Background: an optimization exercise with open tools, aiming at small area, a short achievable clock period and few clock cycles. Do not read the settings as production practice. The RTL was checked by simulation tests, not by an equivalence proof against the original design. Power is estimated from default activity; no workload was simulated.

alpha:
==> flow/design.v (excerpt) <==
module lcb_effect_player (
    input  wire        clk,
    input  wire        rst,             
    input  wire        ev_valid,
    output wire        ev_ready,
    input  wire [1:0]  ev_op,           
    input  wire [7:0]  ev_kind,         
    input  wire [23:0] ev_on,           
    input  wire [23:0] ev_off,          
    input  wire [31:0] ev_t0,
    input  wire [31:0] ev_t1,
    input  wire [31:0] ev_hold,
    input  wire [31:0] ev_repeat,
    input  wire [31:0] ev_delay,
    output wire        resp_valid,
    output wire [7:0]  resp_status,
    output wire [2:0]  resp_phase,      
    output wire [1:0]  resp_kind,
    output wire [31:0] resp_remaining,
    output wire [31:0] resp_elapsed,
    output wire        resp_armed,
    output wire [31:0] resp_count,
    output wire        sink_valid,
    output wire [23:0] sink_color       
);
Size: about 2600 cells after synthesis, roughly 390 flip-flops, roughly 360 I/O pins, roughly 24000 um2 of cells after synthesis.
Settings: LEC_CHECK=0, CAP_MARGIN=20, CORE_MARGIN=2, CORE_UTILIZATION=40, PLACE_DENSITY=0.6, SLEW_MARGIN=20; clock period 12.0 ns.
standard.sh (not shown) runs the stock make flow with config.mk's settings and CLKGATE_MAP_FILE= SYNTH_SCRIPT=/design/flow/synth_recipe.tcl, a recipe that flattens the netlist after the stock synthesis.
==> flow/flow/run.sh <==
#!/bin/bash
# The standard layout (the standard.sh: standard synthesis, ORFS floorplan to final) with
# these changes to how it is made:
#  - timing repair aims for SETUP_SLACK_MARGIN ns of setup slack rather than 0, so the
#    resizer keeps shortening paths below the clock period;
#  - the port buffers that buffer_ports inserts on every input and output are buf_1 cells;
#  - clock tree synthesis builds the tree from clkbuf_8 cells, in clusters of up to 15 registers, and adds no dummy loads.
# The SDC, the clock period and every other setting are the standard flow's. ORFS's output goes to
# flow.log.
set -euo pipefail
bash standard.sh SETUP_SLACK_MARGIN=${MARGIN:-8.25} \
    BUFFER_PORTS_ARGS="-buffer_cell sky130_fd_sc_hd__buf_1" \
    CTS_ARGS="-sink_clustering_enable -repair_clock_nets -dont_use_dummy_load -buf_list sky130_fd_sc_hd__clkbuf_8 -sink_clustering_size 15 -sink_clustering_max_diameter 60" \
    finish > flow.log 2>&1
Testbench counts of alpha, summed over its fixed seeds: cycles 48,260.
#### Input delta (beta over alpha)
--- a/flow/design.v
+++ b/flow/design.v
@@ -329,37 +329,29 @@
     wire [32:0] rw = {r2[10:0], r1[10:0], r0[10:0]};
     wire [2:0]  sg = {r2[10], r1[10], r0[10]};
     wire        wlast = (dst == D_WIDE) & (wcy == 2'd3);    
     wire [2:0]  wch   = {dch == 2'd2, dch == 2'd1, dch == 2'd0};
     wire [2:0]  nen   = {3{n_dbl}} | n_ae | n_at;           
     wire [2:0]  qsh = {3{n_dbl}} | ({3{wlast & w_dbl}} & wch);
     wire [2:0]  qin = n_ae | n_at | n_one | ({3{wlast & (w_dec | w_one)}} & wch);
     wire [2:0]  dg  = n_one | (nen & ~sg) | {3{w_one | ((w_dbl | w_dec) & ~sg[2])}};
-    reg  [2:0]  pq_sh, pq_in, pq_dg;
-    always @(posedge clk) begin
-        if (dgo) begin
-            pq_sh <= 3'b000;  pq_in <= 3'b000;  pq_dg <= 3'b000;
-        end else begin
-            pq_sh <= qsh;  pq_in <= qin;  pq_dg <= dg;
-        end
-    end
     wire [7:0]  Q0i = Q0 + 8'd1, Q1i = Q1 + 8'd1, Q2i = Q2 + 8'd1;
-    wire [7:0]  Q0a = pq_sh[0] ? {Q0[6:0], 1'b1} : Q0i,  Q0b = pq_sh[0] ? {Q0[6:0], 1'b0} : Q0;
-    wire [7:0]  Q1a = pq_sh[1] ? {Q1[6:0], 1'b1} : Q1i,  Q1b = pq_sh[1] ? {Q1[6:0], 1'b0} : Q1;
-    wire [7:0]  Q2a = pq_sh[2] ? {Q2[6:0], 1'b1} : Q2i,  Q2b = pq_sh[2] ? {Q2[6:0], 1'b0} : Q2;
+    wire [7:0]  Q0a = n_dbl | w_dbl ? {Q0[6:0], 1'b1} : Q0i,  Q0b = n_dbl | w_dbl ? {Q0[6:0], 1'b0} : Q0;
+    wire [7:0]  Q1a = n_dbl | w_dbl ? {Q1[6:0], 1'b1} : Q1i,  Q1b = n_dbl | w_dbl ? {Q1[6:0], 1'b0} : Q1;
+    wire [7:0]  Q2a = n_dbl | w_dbl ? {Q2[6:0], 1'b1} : Q2i,  Q2b = n_dbl | w_dbl ? {Q2[6:0], 1'b0} : Q2;
     always @(posedge clk) begin
         if (q_ld) begin
             {Q0, Q1, Q2} <= q_col;
         end else if (dgo) begin
             Q0 <= 8'd0;  Q1 <= 8'd0;  Q2 <= 8'd0;
         end else begin
-            if (pq_sh[0] | pq_in[0]) Q0 <= pq_dg[0] ? Q0a : Q0b;
-            if (pq_sh[1] | pq_in[1]) Q1 <= pq_dg[1] ? Q1a : Q1b;
-            if (pq_sh[2] | pq_in[2]) Q2 <= pq_dg[2] ? Q2a : Q2b;
+            if (qsh[0] | qin[0]) Q0 <= dg[0] ? Q0a : Q0b;
+            if (qsh[1] | qin[1]) Q1 <= dg[1] ? Q1a : Q1b;
+            if (qsh[2] | qin[2]) Q2 <= dg[2] ? Q2a : Q2b;
         end
     end
     wire        w_nextch = wlast & (w_dec | w_one | (~w_en & ~w_dbl & ~wchk)) & (dj == 3'd0)
                          & (dch != 2'd2);
     wire        s_clr = n_etc | (wlast & w_lastc) | w_nextch;
     always @(posedge clk) begin
         if (dgo) begin
             S <= wide_now ? 33'd0 : {22'd0, el_inc[10:0]};
Results
Going from alpha to beta, area overhead of the layout relative to synthesis rose by 3.4 points; utilization rose by 1.7 points; overall fraction of global-route tracks in use fell by 1.3 points; routing usage on met1 fell by 0.33 points. Total power per unit cell area in beta is about 0.8% lower than in alpha. Compared with alpha, beta shows a fraction of area in non-clock buffers that is 0.67 points lower.
Testbench counts of beta, summed over its fixed seeds: cycles 48,260.

-- port drivers added, routing unchanged --
No port has a modelled driver above. Below, the same layouts with a new extraction and two added sets of constraints. Step 1, drivers: a clkbuf_16 drives clk and a buf_2 each remaining input, both assumed. Step 2 times the ports against the registers' clock, not the clock port: input delays grow and output delays shrink by t, the midpoint of the rising clock arrivals with the driver on. Slacks: ideal / step 1 / step 2; pairs: ideal / step 1.
| run | t (ns) | setup WS [ns] | worst data-port slew with drivers (ns) |
|---|---|---|---|
| alpha | 0.696 | 8.159 / 8.140 / 7.458 | 0.06 |
| beta | 0.677 | 7.591 / 7.591 / 7.356 | 0.06 |
After both steps setup and hold are still met in every run listed. For alpha, which loses most, drivers alone change the setup slack by -0.019 ns; drivers and shift together by -0.701 ns.
